This is an optimization exercise on Yosys and OpenROAD, whose aim is small area, a short achievable clock period and few clock cycles, not a production implementation.
Function was checked by simulation only, so behaviour that the tests miss may differ from the original.
No activity file was given, so power comes from the tool's default toggle rates.

==> flow/design.v <==
module acc_core (
    input  wire        clk,
    input  wire        rst,           
    input  wire [31:0] max_steps,     
    output wire        mem_req,
    output wire        mem_we,
    output wire [11:0] mem_addr,
    output wire [15:0] mem_wdata,
    input  wire        mem_ready,
    input  wire [15:0] mem_rdata,
    output wire        done,
    output wire        halted,
    output wire [2:0]  fault_kind,
    output wire [15:0] fault_ea,
    output wire [15:0] pc,
    output wire [15:0] acc,
    output wire [15:0] ir,
    output wire [3:0]  flags,         
    output wire [31:0] step_count,
    input  wire [3:0]  dbg_sel,
    output wire [15:0] dbg_reg
);
    localparam OP_HALT  = 4'd0;
    localparam OP_LOAD  = 4'd1;
    localparam OP_STORE = 4'd2;
    localparam OP_ADD   = 4'd3;
    localparam OP_SUB   = 4'd4;
    localparam OP_CMP   = 4'd5;
    localparam OP_JMP   = 4'd6;
    localparam OP_JZ    = 4'd7;
    localparam OP_JNZ   = 4'd8;
    localparam S_FETCH = 2'd0;
    localparam S_PTR   = 2'd1;
    localparam S_MEM   = 2'd2;
    reg [1:0]  state;
    reg [12:0] pc_r;        
    reg [15:0] acc_r;
    reg [15:0] ir_r;
    reg [15:0] md;
    reg        zf, sf, cf, of;
    reg        halted_r;
    reg [2:0]  fk;
    reg [31:0] sc;
    reg        done_r;
    reg        stop_r;      
    reg        first;       
    reg [15:0] regs [0:15];
    reg        pend;
    assign done       = done_r;
    assign halted     = halted_r;
    assign fault_kind = fk;
    assign fault_ea   = (fk == 3'd5) ? md : 16'd0;
    assign pc         = {3'd0, pc_r};
    assign acc        = acc_r;
    assign ir         = ir_r;
    assign flags      = {zf, sf, cf, of};
    assign step_count = sc;
    wire [15:0] rval = regs[mem_rdata[3:0]];
    assign dbg_reg = regs[dbg_sel];
    wire [3:0] ir_op = ir_r[15:12];
    wire p_load = (ir_op == OP_LOAD);
    wire p_sub  = (ir_op == OP_SUB) || (ir_op == OP_CMP);
    wire p_wr   = (ir_op != OP_CMP);
    wire [15:0] a_in = p_load ? 16'd0 : acc_r;
    wire [15:0] b_in = p_sub ? ~md : md;
    wire [16:0] r    = {1'b0, a_in} + {1'b0, b_in} + {16'd0, p_sub};
    wire r_zero = (r[15:0] == 16'd0);
    wire r_cf   = p_sub ? !r[16] : r[16];
    wire r_of   = p_sub ? (!r[16] ^ r[15]) : (r[16] | r[15]);
    wire        zf_now  = pend ? r_zero : zf;
    wire [15:0] acc_now = (pend && p_wr) ? r[15:0] : acc_r;
    wire [31:0] sc_inc = sc + 32'd1;
    wire eq1 = (sc_inc == max_steps);
    wire mz  = (max_steps == 32'd0);           
    wire run = !done_r && !stop_r && !(first && mz);
    wire pc_oob = pc_r[12];
    assign mem_req   = !done_r && !stop_r && (state != S_FETCH || !pc_oob);
    assign mem_we    = !done_r && !stop_r && (state == S_MEM) && (ir_op == OP_STORE);
    assign mem_addr  = (state == S_FETCH) ? pc_r[11:0] : md[11:0];
    assign mem_wdata = acc_r;
    wire [3:0]  f_op = mem_rdata[15:12];
    wire [11:0] f_o  = mem_rdata[11:0];
    wire f_direct   = (f_o[11:8] == 4'd0);
    wire f_indirect = (f_o[11:8] == 4'd1);
    wire f_imm      = (f_o[11:9] == 3'd1);
    wire f_reg      = (f_o[11:4] == 8'h40);
    wire f_regind   = (f_o[11:4] == 8'h41);
    wire f_resv     = !(f_direct || f_indirect || f_imm || f_reg || f_regind);
    wire f_jump     = (f_op == OP_JMP) || (f_op == OP_JZ) || (f_op == OP_JNZ);
    wire f_illop    = (f_op > OP_JNZ);
    wire f_badmode  = ((f_op == OP_STORE) && f_imm) || (f_jump && !f_direct);
    wire f_taken    = (f_op == OP_JMP) || ((f_op == OP_JZ) && zf_now) || ((f_op == OP_JNZ) && !zf_now);
    wire f_rval_oob = (rval[15:12] != 4'd0);
    wire in_fetch = (state == S_FETCH);
    wire [3:0] x_op = in_fetch ? f_op : ir_op;
    wire x_alu = (x_op == OP_LOAD) || (x_op == OP_ADD) || (x_op == OP_SUB) || (x_op == OP_CMP);
    integer i;
    always @(posedge clk) begin
        if (rst) begin
            state    <= S_FETCH;
            pc_r     <= 13'd0;
            acc_r    <= 16'd0;
            ir_r     <= 16'd0;
            zf       <= 1'b0;
            sf       <= 1'b0;
            cf       <= 1'b0;
            of       <= 1'b0;
            md       <= 16'd0;
            halted_r <= 1'b0;
            fk       <= 3'd0;
            sc       <= 32'd0;
            done_r   <= 1'b0;
            stop_r   <= 1'b0;
            first    <= 1'b1;
            pend     <= 1'b0;
        end else begin
            if (!(first && mz && !mem_ready))
                first <= 1'b0;
            if (pend) begin
                if (p_wr)
                    acc_r <= r[15:0];
                zf <= r_zero;
                sf <= r[15];
                cf <= r_cf;
                of <= r_of;
            end
            pend <= 1'b0;
            if ((first && mz && mem_ready) || stop_r)
                done_r <= 1'b1;
            if (run) begin
                case (state)
                S_FETCH: begin
                    if (pc_oob) begin
                        halted_r <= 1'b1;
                        fk       <= 3'd1;
                        done_r   <= 1'b1;
                    end else if (mem_ready) begin
                        ir_r <= mem_rdata;
                        if (f_illop) begin
                            halted_r <= 1'b1;
                            fk       <= 3'd2;
                            done_r   <= 1'b1;
                        end else if (f_resv) begin
                            halted_r <= 1'b1;
                            fk       <= 3'd3;
                            done_r   <= 1'b1;
                        end else if (f_badmode) begin
                            halted_r <= 1'b1;
                            fk       <= 3'd4;
                            done_r   <= 1'b1;
                        end else if (f_op == OP_HALT) begin
                            halted_r <= 1'b1;
                            sc       <= sc_inc;
                            done_r   <= 1'b1;
                        end else if (f_jump) begin
                            pc_r   <= f_taken ? {5'd0, f_o[7:0]} : pc_r + 13'd1;
                            sc     <= sc_inc;
                            done_r <= eq1;
                        end else if (f_direct || f_indirect) begin
                            md    <= {8'd0, f_o[7:0]};
                            state <= f_direct ? S_MEM : S_PTR;
                        end else if (f_regind) begin
                            md <= rval;
                            if (f_rval_oob) begin
                                halted_r <= 1'b1;
                                fk       <= 3'd5;
                                done_r   <= 1'b1;
                            end else begin
                                state <= S_MEM;
                            end
                        end else begin
                            if (x_alu) begin
                                md     <= f_reg ? rval : {7'd0, f_o[8:0]};
                                pend   <= 1'b1;
                                stop_r <= eq1;
                            end else begin
                                done_r <= eq1;
                            end
                            pc_r <= pc_r + 13'd1;
                            sc   <= sc_inc;
                        end
                    end
                end
                S_PTR: begin
                    if (mem_ready) begin
                        md <= mem_rdata;
                        if (mem_rdata[15:12] != 4'd0) begin
                            halted_r <= 1'b1;
                            fk       <= 3'd5;
                            done_r   <= 1'b1;
                            state    <= S_FETCH;
                        end else begin
                            state <= S_MEM;
                        end
                    end
                end
                default: begin  
                    if (mem_ready) begin
                        if (x_alu) begin
                            md     <= mem_rdata;
                            pend   <= 1'b1;
                            stop_r <= eq1;
                        end else begin
                            done_r <= eq1;
                        end
                        pc_r  <= pc_r + 13'd1;
                        sc    <= sc_inc;
                        state <= S_FETCH;
                    end
                end
                endcase
            end
        end
    end
    wire        rf_we   = run && in_fetch && !pc_oob && mem_ready &&
                          (mem_rdata[15:4] == {OP_STORE, 8'h40});
    wire [15:0] rf_data = rst ? 16'd0 : acc_now;
    always @(posedge clk) begin
        for (i = 0; i < 16; i = i + 1)
            if (rst || (rf_we && mem_rdata[3:0] == i))
                regs[i] <= rf_data;
    end
endmodule
export LEC_CHECK = 0
export CAP_MARGIN = 20
export CORE_MARGIN = 2
export CORE_UTILIZATION = 40
export PLACE_DENSITY = 0.6
export SETUP_SLACK_MARGIN = 3.5
export SLEW_MARGIN = 20
export TNS_END_PERCENT = 10
create_clock -name core_clock -period 8.0 [get_ports {clk}]
standard.sh (not shown) runs the stock make flow with config.mk's settings and CLKGATE_MAP_FILE= SYNTH_SCRIPT=/design/flow/synth_recipe.tcl, a recipe that flattens the netlist after the stock synthesis.
==> flow/flow/run.sh <==
#!/bin/bash
# The standard layout (standard.sh), with the port buffers made of the
# smallest plain buffer instead of the delay buffer buffer_ports picks on
# its own; timing repair still resizes them where a path needs it.
set -o pipefail
export BUFFER_PORTS_ARGS="-buffer_cell sky130_fd_sc_hd__buf_1"
bash standard.sh > standard.log 2>&1
The starting point produced a clean layout.
Testbench counts at the start, summed over its fixed seeds: cycles 80,223.
Next try:
==> flow/run.sh (new file) <==
#!/bin/bash
# synth_recipe.tcl (not shown) runs the flow's synth.tcl, then flattens the netlist and writes it again
# the make line also repeats each setting of config.mk as NAME=value (left out here)
make -C /OpenROAD-flow-scripts/flow DESIGN_CONFIG=/design/flow/config.mk WORK_HOME=/design/flow/orfs CLKGATE_MAP_FILE= SYNTH_SCRIPT=/design/flow/synth_recipe.tcl finish
ABC_AREA = 1   (was not set)
removed: flow/flow/run.sh
removed: flow/standard.sh
The new run completed without violations.
Final area grows by roughly a tenth.
Fmax shrinks by a few percent.
Clock-buffer cell count grows by 2.
Clock skew shrinks by 0.0089 ns.
Next try:
==> flow/flow/run.sh (new file) <==
#!/bin/bash
# The standard layout (standard.sh) with two changes:
#  - synthesis maps the logic with abc's own default (area-oriented) script
#    instead of ORFS's speed script; everything else in the synthesis is
#    synth_recipe.tcl unchanged, so the registers are the standard ones
#  - the port buffers are the smallest plain buffer rather than the delay
#    buffer buffer_ports picks on its own; timing repair resizes them where a
#    path needs it
# make's output goes to standard.log; each ORFS step keeps its own log under
# orfs/logs.
set -o pipefail
cat flow/abc_override.tcl synth_recipe.tcl > my_synth.tcl
sed "s#SYNTH_SCRIPT=[^ ]*#SYNTH_SCRIPT=$PWD/my_synth.tcl#" standard.sh > my_standard.sh
grep -q "SYNTH_SCRIPT=$PWD/my_synth.tcl" my_standard.sh || { echo "could not point standard.sh at my_synth.tcl"; exit 1; }
export BUFFER_PORTS_ARGS="-buffer_cell sky130_fd_sc_hd__buf_1"
bash my_standard.sh > standard.log 2>&1
==> flow/flow/abc_override.tcl (new file) <==
# abc with its own default (area-oriented) mapping script instead of the
# script, delay target and constraints ORFS hands it; liberty and dont_use
# arguments are kept
proc abc {args} {
  set kept {}
  for {set i 0} {$i < [llength $args]} {incr i} {
    set a [lindex $args $i]
    if {$a in {-script -D -constr}} { incr i; continue }
    lappend kept $a
  }
  yosys abc {*}$kept
}
==> flow/standard.sh (new file) <==
#!/bin/bash
# synth_recipe.tcl (not shown) runs the flow's synth.tcl, then flattens the netlist and writes it again
# the make line also repeats each setting of config.mk as NAME=value (left out here)
make -C /OpenROAD-flow-scripts/flow DESIGN_CONFIG=/design/flow/config.mk WORK_HOME=/design/flow/orfs CLKGATE_MAP_FILE= SYNTH_SCRIPT=/design/flow/synth_recipe.tcl "${@:-finish}"
ABC_AREA = not set   (was 1)
removed: flow/run.sh
What happened: The changed run produced a clean layout; clock power is lower by 17%; non-clock buffer count is higher by 48; total power is lower by 11%; first-iteration DRC count is higher by 14%; area after synthesis is lower by 13%; routed wire length is lower by 22%; critical path depth is higher by 15; die area is lower by 13%; maximum frequency is lower by 5.4%.

[afterwards: timing with drivers on the ports]
No port has a modelled driver above. Below, the same layouts with a new extraction and two added sets of constraints.
Step 1 sets driving cells, clkbuf_16 on the clock port and buf_2 on the other inputs (assumed; they add their load-dependent delay and slew).
Step 2 adds t to the input delays and takes it off the output delays; t is the mean of the earliest and latest rising clock arrival at the registers after step 1. Input paths then give back, and output paths get back, about the clock's delay inside the block.
a / b / c = ideal / step 1 / step 2; a / b = the first two.
run	t, ns	setup WS [ns]	hold WS [ns]	latest minus earliest clock arrival (ns)	worst slew at a driven data input, ns
the first run	0.629	3.361 / 3.305 / 2.865	0.460 / 0.460 / 0.460	0.037 / 0.037	0.06
the second run	0.643	3.182 / 3.118 / 2.719	0.470 / 0.470 / 0.470	0.027 / 0.027	0.10
the third run	0.617	2.907 / 2.907 / 2.907	0.458 / 0.458 / 0.458	0.031 / 0.032	0.07
After both steps setup and hold are still met in every run listed. For the first run, which loses most, drivers alone change the setup slack by -0.056 ns; drivers and shift together by -0.496 ns.
